From an optimization exercise on the open Yosys and OpenROAD flow, aimed at small area, a short achievable clock period and few clock cycles per item; shortcuts taken in it are not production practice. In this exercise RTL edits were held to simulation tests only and were not proved equivalent to the original. No activity file was given, so power comes from the tool's default toggle rates.

## twn_core
module twn_core (
    input  wire        clk,
    input  wire        rst,           
    input  wire        cmd_valid,
    output wire        cmd_ready,
    input  wire [15:0] cmd_cw,
    input  wire [63:0] cmd_a,
    output reg         rsp_valid,
    output reg  [3:0]  rsp_status,
    output wire [63:0] rsp_result
);
clock: 8.0 ns
lec_check: 0
abc_clock_period_in_ps: 4000
cap_margin: 20
core_margin: 2
core_utilization: 40
setup_slack_margin: 2.5
slew_margin: 20
standard.sh (not shown) runs the stock make flow with config.mk's settings and CLKGATE_MAP_FILE= SYNTH_SCRIPT=/design/flow/synth_recipe.tcl, a recipe that flattens the netlist after the stock synthesis.
==> flow/flow/run.sh <==
#!/bin/bash
# The standard layout, with the ports buffered by buf_2 cells instead of the
# buffer_ports default. Everything else is the standard flow's own flow (standard.sh).
set -euo pipefail
bash standard.sh "BUFFER_PORTS_ARGS=-buffer_cell sky130_fd_sc_hd__buf_2" finish > orfs_make.log 2>&1
Testbench counts at the start, summed over its fixed seeds: cycles 43,275, commands 43,267.
==> next run, changes <==
==> flow/run.sh (new file) <==
#!/bin/bash
# synth_recipe.tcl (not shown) runs the flow's synth.tcl, then flattens the netlist and writes it again
# the make line also repeats each setting of config.mk as NAME=value (left out here)
make -C /OpenROAD-flow-scripts/flow DESIGN_CONFIG=/design/flow/config.mk WORK_HOME=/design/flow/orfs CLKGATE_MAP_FILE= SYNTH_SCRIPT=/design/flow/synth_recipe.tcl finish
removed: flow/flow/run.sh
removed: flow/standard.sh
The new run finished with timing, DRC and antenna clean.
Final area is higher by 5.0%.
Cell count climbs by 1.1%.
Global-route usage rose by 0.62 points.
Die area does not change.
Routed wire length is higher by 2.0%.
Worst hold slack degrades by 0.0099 ns.

Another version of the RTL of twn_core (not shown whole).
For scale: roughly 3300 cells after synthesis, ~250 flip-flops, ~150 I/O pins, ~29000 sq um of cells after synthesis.
==> flow/config.mk <==
export PLATFORM = sky130hd
export DESIGN_NAME = twn_core
export DESIGN_NICKNAME = twn_core
export VERILOG_FILES = /design/flow/design.v
export SDC_FILE = /design/flow/constraint.sdc
export NUM_CORES = 4
export LEC_CHECK = 0
export ABC_CLOCK_PERIOD_IN_PS = 4000
export CAP_MARGIN = 20
export CORE_MARGIN = 2
export CORE_UTILIZATION = 30
export SETUP_SLACK_MARGIN = 2.8
export SLEW_MARGIN = 20
export SYNTH_HIERARCHICAL = 1
==> flow/constraint.sdc <==
create_clock -name core_clock -period 8.0 [get_ports {clk}]
set_input_delay 1.6000 -clock core_clock [delete_from_list [all_inputs] [get_ports {clk}]]
set_output_delay 1.6000 -clock core_clock [all_outputs]
set_load 0.01 [all_outputs]
==> flow/flow/run.sh <==
#!/bin/bash
# The standard layout, with the ports buffered by buf_2 cells instead of the
# buffer_ports default. Everything else is the standard flow's own flow (standard.sh).
set -euo pipefail
bash standard.sh "BUFFER_PORTS_ARGS=-buffer_cell sky130_fd_sc_hd__buf_2" finish > orfs_make.log 2>&1
The starting point went through all stages and came out clean.
Testbench counts at the start, summed over its fixed seeds: cycles 43,275, commands 43,267.
Change:
- CORE_UTILIZATION: 30 -> 35
- SETUP_SLACK_MARGIN: 2.8 -> 3.1
- The changed run produced a clean layout
- final cell count is lower by 2.6%
- total power is higher by 5.4%
- via count is higher by 6.8%
Change:
- SETUP_SLACK_MARGIN: 3.1 -> 2.8
The changed run finished with timing, DRC and antenna clean.
Routed wire length shrinks by a few percent.
Power falls by a few percent.
Synthesized area stays the same.
Combinational power goes down by a few percent.
Clock skew shrinks by 8.9 ps.
Setup slack loses 28 ps.
Design area decreases by a few percent.
Global-route usage fell by 1.3 points.
Change:
- CTS_BUF_LIST: default -> sky130_fd_sc_hd__clkbuf_8
- SETUP_SLACK_MARGIN: 2.8 -> 2.9
Effect:
- flip-flop and latch count is unchanged
- total power went up by 0.86%
- synthesized cell count does not change
- setup slack gains 86 ps
- die area is unchanged
- core utilization went up by 0.51 points
- cell area went up by 1.3%
- via count went up by 1.7%
- area after synthesis is unchanged
- maximum frequency went up by 1.6%

-- separate check: timing with driven ports --
The flow's constraints put no driver on any port. The routed layouts listed below were extracted and timed again, unchanged, in two steps.
Step 1 sets driving cells, clkbuf_16 on the clock port and buf_2 on the other inputs (assumed; they add their load-dependent delay and slew).
Step 2 also shifts input and output timing later by t, the mid clock arrival at the registers, as if the neighbouring blocks saw the same clock.
a / b / c = ideal ports / drivers / drivers and shift; a / b = the first two.
run | t (ns) | slack for setup (ns) | worst hold slack (ns) | worst setup path after step 2 | worst data-port slew with drivers (ns)
the first run of note 1 | 0.623 | 2.376 / 2.422 / 1.799 | 0.490 / 0.490 / 0.490 | input to register | 0.08
the second run of note 1 | 0.671 | 2.515 / 2.500 / 1.879 | 0.480 / 0.480 / 0.480 | input to register | 0.11
the first run of note 2 | 0.659 | 2.709 / 2.710 / 2.051 | 0.597 / 0.597 / 0.597 | input to register | 0.08
the second run of note 2 | 0.675 | 2.703 / 2.726 / 2.051 | 0.561 / 0.561 / 0.561 | input to register | 0.15
the third run of note 2 | 0.667 | 2.675 / 2.691 / 2.023 | 0.565 / 0.565 / 0.565 | input to register | 0.14
the fourth run of note 2 | 0.718 | 2.761 / 2.786 / 2.068 | 0.562 / 0.562 / 0.562 | input to register | 0.14
After both steps every run listed still meets setup and hold. The setup slack of the fourth run of note 2, which loses most, moves by +0.025 ns with the drivers and by -0.693 ns with both steps.
